Source: an optimization exercise on an open RTL-to-GDS flow (aim: small area, a short achievable clock period and few clock cycles). Production flows keep margins and buffers that such runs may drop. The RTL was checked by simulation tests, not by an equivalence proof against the original design. Power figures rest on the tool's default switching activity, not on a simulated workload.

==> design.v <==
module frame_crc_engine (
    input  wire       clk,
    input  wire       rst,        
    input  wire       we,
    input  wire       re,
    input  wire [9:0] addr,
    input  wire [7:0] wdata,
    output reg  [7:0] rdata
);
    localparam [9:0] A_CMD_OPC    = 10'h000;
    localparam [9:0] A_CMD_A0     = 10'h001;
    localparam [9:0] A_CMD_A1     = 10'h002;
    localparam [9:0] A_CMD_A2     = 10'h003;
    localparam [9:0] A_STATUS     = 10'h004;
    localparam [9:0] A_LAST_ST    = 10'h005;
    localparam [9:0] A_SELF_ADDR  = 10'h00A;
    localparam [9:0] A_PEER_ADDR  = 10'h00B;
    localparam [9:0] A_IN_LEN0    = 10'h010;
    localparam [9:0] A_IN_LEN1    = 10'h011;
    localparam [9:0] A_OUT_LEN0   = 10'h012;
    localparam [9:0] A_OUT_LEN1   = 10'h013;
    localparam [9:0] A_CRC0       = 10'h014;
    localparam [9:0] A_CRC1       = 10'h015;
    localparam [9:0] A_CRC2       = 10'h016;
    localparam [9:0] A_CRC3       = 10'h017;
    localparam [7:0] OP_NOP        = 8'h00;
    localparam [7:0] OP_INIT       = 8'h01;
    localparam [7:0] OP_CRC_SIGN   = 8'h30;
    localparam [7:0] OP_CRC_VERIFY = 8'h31;
    localparam [3:0] ST_OK           = 4'd0;
    localparam [3:0] ST_ERROR        = 4'd1;
    localparam [3:0] ST_MISMATCH_CRC = 4'd4;
    reg  [7:0]  frame_buf [0:63];
    reg  [7:0]  cmd_a0, cmd_a1, cmd_a2;
    reg  [7:0]  self_addr, peer_addr;
    reg  [15:0] in_len, out_len;
    reg  [31:0] crc_result;
    reg  [3:0]  last_status;
    reg         initialised;
    reg         cmd_err;
    reg         busy;
    reg         is_sign;
    reg  [5:0]  byte_idx;
    reg  [31:0] crc;
    function [31:0] crc32_byte;
        input [31:0] c_in;
        input [7:0]  d;
        integer k;
        reg [31:0] c;
        begin
            c = c_in ^ {24'd0, d};
            for (k = 0; k < 8; k = k + 1)
                c = c[0] ? ((c >> 1) ^ 32'hEDB88320) : (c >> 1);
            crc32_byte = c;
        end
    endfunction
    wire [31:0] crc_next  = crc32_byte(crc, frame_buf[byte_idx]);
    wire [31:0] crc_final = ~crc_next;
    wire [31:0] crc_stored = {frame_buf[63], frame_buf[62], frame_buf[61], frame_buf[60]};
    wire wr_frame = we && (addr[9:6] == 4'b0001);
    integer i;
    always @(posedge clk) begin
        if (wr_frame)
            frame_buf[addr[5:0]] <= wdata;
        if (busy && byte_idx == 6'd59 && is_sign) begin
            frame_buf[60] <= crc_final[7:0];
            frame_buf[61] <= crc_final[15:8];
            frame_buf[62] <= crc_final[23:16];
            frame_buf[63] <= crc_final[31:24];
        end
    end
    always @(posedge clk) begin
        if (rst) begin
            cmd_a0      <= 8'h00;
            cmd_a1      <= 8'h00;
            cmd_a2      <= 8'h00;
            self_addr   <= 8'h02;
            peer_addr   <= 8'h01;
            in_len      <= 16'h0000;
            out_len     <= 16'h0000;
            crc_result  <= 32'h0;
            last_status <= ST_OK;
            initialised <= 1'b0;
            cmd_err     <= 1'b0;
            busy        <= 1'b0;
            is_sign     <= 1'b0;
            byte_idx    <= 6'd0;
            crc         <= 32'hFFFFFFFF;
        end else if (busy) begin
            crc      <= crc_next;
            byte_idx <= byte_idx + 6'd1;
            if (byte_idx == 6'd59) begin
                busy       <= 1'b0;
                crc_result <= crc_final;
                if (is_sign || crc_final == crc_stored)
                    last_status <= ST_OK;
                else
                    last_status <= ST_MISMATCH_CRC;
            end
        end else if (we) begin
            case (addr)
                A_CMD_OPC: begin
                    case (wdata)
                        OP_NOP: last_status <= ST_OK;
                        OP_INIT: begin
                            initialised <= 1'b1;
                            cmd_err     <= 1'b0;
                            crc_result  <= 32'h0;
                            last_status <= ST_OK;
                        end
                        OP_CRC_SIGN, OP_CRC_VERIFY: begin
                            busy     <= 1'b1;
                            is_sign  <= (wdata == OP_CRC_SIGN);
                            byte_idx <= 6'd0;
                            crc      <= 32'hFFFFFFFF;
                        end
                        default: begin
                            cmd_err     <= 1'b1;
                            last_status <= ST_ERROR;
                        end
                    endcase
                end
                A_CMD_A0:    cmd_a0    <= wdata;
                A_CMD_A1:    cmd_a1    <= wdata;
                A_CMD_A2:    cmd_a2    <= wdata;
                A_STATUS:    if (wdata[3]) cmd_err <= 1'b0;
                A_SELF_ADDR: self_addr <= wdata;
                A_PEER_ADDR: peer_addr <= wdata;
                A_IN_LEN0:   in_len[7:0]   <= wdata;
                A_IN_LEN1:   in_len[15:8]  <= wdata;
                A_OUT_LEN0:  out_len[7:0]  <= wdata;
                A_OUT_LEN1:  out_len[15:8] <= wdata;
                default: ;
            endcase
        end
    end
    always @(posedge clk) begin
        if (re) begin
            if (addr[9:6] == 4'b0001) begin
                rdata <= frame_buf[addr[5:0]];
            end else begin
                case (addr)
                    A_CMD_A0:    rdata <= cmd_a0;
                    A_CMD_A1:    rdata <= cmd_a1;
                    A_CMD_A2:    rdata <= cmd_a2;
                    A_STATUS:    rdata <= {4'b0000, cmd_err, 1'b0, initialised, busy};
                    A_LAST_ST:   rdata <= {4'b0000, last_status};
                    A_SELF_ADDR: rdata <= self_addr;
                    A_PEER_ADDR: rdata <= peer_addr;
                    A_IN_LEN0:   rdata <= in_len[7:0];
                    A_IN_LEN1:   rdata <= in_len[15:8];
                    A_OUT_LEN0:  rdata <= out_len[7:0];
                    A_OUT_LEN1:  rdata <= out_len[15:8];
                    A_CRC0:      rdata <= crc_result[7:0];
                    A_CRC1:      rdata <= crc_result[15:8];
                    A_CRC2:      rdata <= crc_result[23:16];
                    A_CRC3:      rdata <= crc_result[31:24];
                    default:     rdata <= 8'h00;
                endcase
            end
        end
    end
endmodule
==> run.sh <==
#!/bin/bash
# synth_recipe.tcl (not shown) runs the flow's synth.tcl, then flattens the netlist and writes it again
# the make line also repeats each setting of config.mk as NAME=value (left out here)
make -C /OpenROAD-flow-scripts/flow DESIGN_CONFIG=/design/flow/config.mk WORK_HOME=/design/flow/orfs CLKGATE_MAP_FILE= SYNTH_SCRIPT=/design/flow/synth_recipe.tcl finish
==> config.mk <==
export PLATFORM = sky130hd
export DESIGN_NAME = frame_crc_engine
export DESIGN_NICKNAME = frame_crc_engine
export VERILOG_FILES = /design/flow/design.v
export SDC_FILE = /design/flow/constraint.sdc
export NUM_CORES = 4
export LEC_CHECK = 0
export CAP_MARGIN = 20
export CORE_MARGIN = 2
export CORE_UTILIZATION = 40
export SLEW_MARGIN = 20
==> constraint.sdc <==
create_clock -name core_clock -period 6.0 [get_ports {clk}]
set_input_delay 1.2000 -clock core_clock [delete_from_list [all_inputs] [get_ports {clk}]]
set_output_delay 1.2000 -clock core_clock [all_outputs]
set_load 0.01 [all_outputs]
==> impl_metrics.csv <==
group,metric,value,unit
synth,synth.avg_cell_area,14.6,sq um
pwr,power_frac_seq,0.490,
run,maxCapViolCount,0,
finish,drive_gt1_frac,0.225,
cts,cts_buffer_depth,3,
route,wl_per_cell,31.0,microns
synth,synth_cells,2228,
worst_hold_path,hold_end,"initialised",
synth,synth_mux_area_frac,0.214,
grt,grt_max_degree,86,
route,drtPass1Iterations,6,
synth,synthAdderAreaFrac,0.000384,
floorplan,die_x,289,microns
finish,num-fill-cells,6940,
outcome,status,"finished clean",
sta,tns,0,ns
critical_path,critPathKind,"reg -> reg",
critical_path,crit_fanout,52,
synth,synth_edf_count,520,
grt,grt.total_usage,0.253,
route,vias,21360,
critical_path,endpoint_kind,"register",
sta,clock_skew,0.0292,ns
worst_hold_path,hold_depth,2,
synth,synthFlopType,"edfxtp_1",
finish,multi_input_area,0.0131,sq mm
floorplan,start_util,0.404,
synth,ys_types,72,
sta,final_hold_viol_count,0,
finish,layout_common_cells,"520 x edfxtp_1, 252 x mux4_2, 206 x nand2_1",
pwr,powerDensity,278,mW/mm^2
pwr,power.leakage,11.6,nW
cts,numCtsBuffers,74,
cts,htree_levels,3,
cts,path_clk_slew,0.06,ns
cts,post_cts_buffers,0,
finish,seqCellArea,0.0187,sq mm
critical_path,crit_path_start_kind,"register",
cts,cts_resized,0,
synth,synth-compound-area-share,0.0660,
synth,yosysTopAreaCellShare,0.480,
synth,yosys_warnings,1,
cts,cts_tree,"done",
critical_path,rrSetupSlack,0.88,ns
pwr,vdd_drop_max,0.265,mV
cts,clock-sinks,674,
floorplan,dieArea,0.0837,sq mm
synth,synth_top_area_cell,"edfxtp_1",
route,drt-total-wl,105000,microns
grt,antenna_found_initial,5,
worst_hold_path,hold_class,"reg -> reg",
sta,worst_slew_pin_slew,1.12,ns
sta,setup_viol,0,
synth,synth_area,0.0325,sq mm
synth,ys_seq_area_frac,0.574,
placed_design,hpwl,71200,microns
critical_path,required,6.48,ns
grt,grt_first_pass_wirelength,152000,microns
floorplan,ios,30,
synth,synth_top_family_by_area,"multiplexers",
placed_design,place_congestion,0.973,
floorplan,core-area,0.0805,sq mm
route,antenna_left,0,
critical_path,arrival,5.60,ns
route,drt_iter0_markers,2894,
synth,synthXorXnorAreaFrac,0.0380,
route,drc,0,
synth,ys_seq_elements,674,
synth,synthArstFlopShare,0,
critical_path,rr_worst_depth,12,
sta,slew_headroom,0.250,
finish,nets,2302,
sta,whs,0.450,ns
finish,syn_to_final_growth,13.2,%
floorplan,die_y,289,microns
floorplan,rows,104,
cts,clk_latency,0.63,ns
worst_hold_path,worstHoldStart,"initialised",
grt,grt_pass1_vias,20945,
sta,min_period_over_period,0.853,
pwr,p_int,0.00801,W
cts,hold_buffers,0,
sta,max_freq,195,MHz
cts,cts_root_buf,"clkbuf_16",
synth,ys_top_cells_by_area,"edfxtp_1 48%, mux4_2 17%, dfxtp_1 9.5%",
pwr,clkPwrFrac,0.466,
pwr,swShare,0.218,
critical_path,r2r_end,"last_status[2]",
sta,finalMaxSlewViolations,0,
pwr,comb_power_share,0.044,
sta,rsz0062_at_grt,"false",
grt,grt_overflow,0,
sta,fin_crit,5.12,ns
synth,syn-num-nets,2251,
placed_design,port_buffers,29,
pwr,p_switching,0.00224,W
synth,synth_simple_gate_area_share,0.0833,
finish,final_common_cell,"edfxtp_1",
route,vias_per_cell,6.28,
## how the worst max path moves through the flow
stage	startpoint	to	slack [ns]	depth (start not counted)
floorplan	addr[0]	frame_buf[61][0]	1.58	8
global placement	register	last_status[2]	1.00	12
detailed placement	register	last_status[2]	1.00	12
CTS	register	last_status[2]	0.96	12
global route	register	last_status[2]	0.71	12
finish	register	last_status[2]	0.88	12
## stage by stage
stage	total power, W	cells	area (sq um)	worst slack (ns)	utilization
floorplan	0.00536	2228	32500	1.58	-
global placement	0.00556	3262	34300	1.00	0.426
detailed placement	0.00557	3262	34300	1.00	0.426
CTS	0.0103	3399	36800	0.962	0.457
global route	0.0105	3400	36900	0.715	0.458
finish	0.0102	3403	36900	0.880	0.458
## kinds of logic after synthesis
family                   count (synthesis)
AO/OA/AOI/OAI                          323
XOR/XNOR                               100
adder cells (fa/ha/maj)                  1
buffers and inverters                  169
flip-flops                             674
multiplexers                           369
AND/OR/NAND/NOR                        592
## sequential cells by signal, indices dropped and copies added (netlist names), named ones only
name / count
cmd_err: 1
initialised: 1
busy: 1
peer_addr: 8
in_len: 16
self_addr: 8
cmd_a1: 8
cmd_a0: 8
out_len: 16
cmd_a2: 8
is_sign: 1
crc_result: 32
crc: 32
frame_buf: 512
byte_idx: 6
last_status: 2
rdata: 8
## cells in the mapped netlist (14+ instances only)
master,count
a221oi_1,17
xnor3_1,17
o21bai_1,28
o22ai_1,14
buf_4,15
mux4_2,252
a22oi_1,54
dfxtp_1,154
mux2i_1,107
edfxtp_1,520
nor2_1,161
buf_1,25
xor2_1,20
buf_2,14
xnor2_1,51
nand2_1,206
nand4_1,15
o21ai_0,16
nand3_1,96
clkbuf_1,99
and2_1,19
a21oi_1,136
a22o_1,14
## area by class of cell
| type | instances | area share |
|---|---|---|
| Antenna cell | 3 | 0.000204 |
| Clock buffer | 95 | 0.0558 |
| Clock inverter | 42 | 0.0131 |
| Inverter | 7 | 0.000713 |
| Multi-Input combinational cell | 1385 | 0.356 |
| Sequential cell | 674 | 0.508 |
| Tap cell | 1060 | 0.0360 |
| Timing Repair Buffer | 137 | 0.0310 |
## routing by layer
layer,global-route usage,share of wire
met1,0.348,0.40
met2,0.395,0.47
met3,0.0567,0.10
met4,0.0898,0.033
met5,0,0.00012
## critical path: stages (launching register included)
cell,delay (ns)
dfxtp_4,0.98
buf_12,0.28
mux4_2,0.35
a22o_1,0.26
a221oi_1,0.58
a311oi_1,0.23
nor3b_2,0.54
xnor2_1,0.30
xnor3_1,0.54
xor3_1,0.33
o21ai_1,0.07
nor4_1,0.29
a31oi_1,0.14
## power by group through the flow
| stage | sequential (W) | clock [W] | combinational, W |
|---|---|---|---|
| 6_report | 0.00502 | 0.00478 | 0.000447 |
| 5_1_grt | 0.00502 | 0.00500 | 0.000465 |
| 4_1_cts | 0.00502 | 0.00483 | 0.000445 |
| 3_5_place_dp | 0.00512 | 0 | 0.000445 |
| 3_3_place_gp | 0.00512 | 0 | 0.000439 |
| 2_1_floorplan | 0.00513 | 0 | 0.000235 |
Testbench counts, summed over its fixed seeds: cycles 127,714.

[port drivers added, routing unchanged]
The flow's constraints put no driver on any port. The routed layout listed below was extracted and timed again, unchanged, in two steps. Step 1 assumes that a clkbuf_16 drives the clock port and a buf_2 every other input. Step 2 times the ports against the registers' clock, not the clock port: input delays grow and output delays shrink by t, the midpoint of the rising clock arrivals with the driver on. a / b / c = ideal ports / drivers / drivers and shift; a / b = the first two.
t, ns: 0.690
setup WS [ns]: 0.880 / 0.880 / 0.824
latest minus earliest clock arrival (ns): 0.030 / 0.030
worst data-port slew with drivers (ns): 0.05
pins driven straight from the clock port: 1
After both steps setup and hold are still met in this run. The setup slack of this run moves by 0.000 ns with the drivers and by -0.056 ns with both steps.
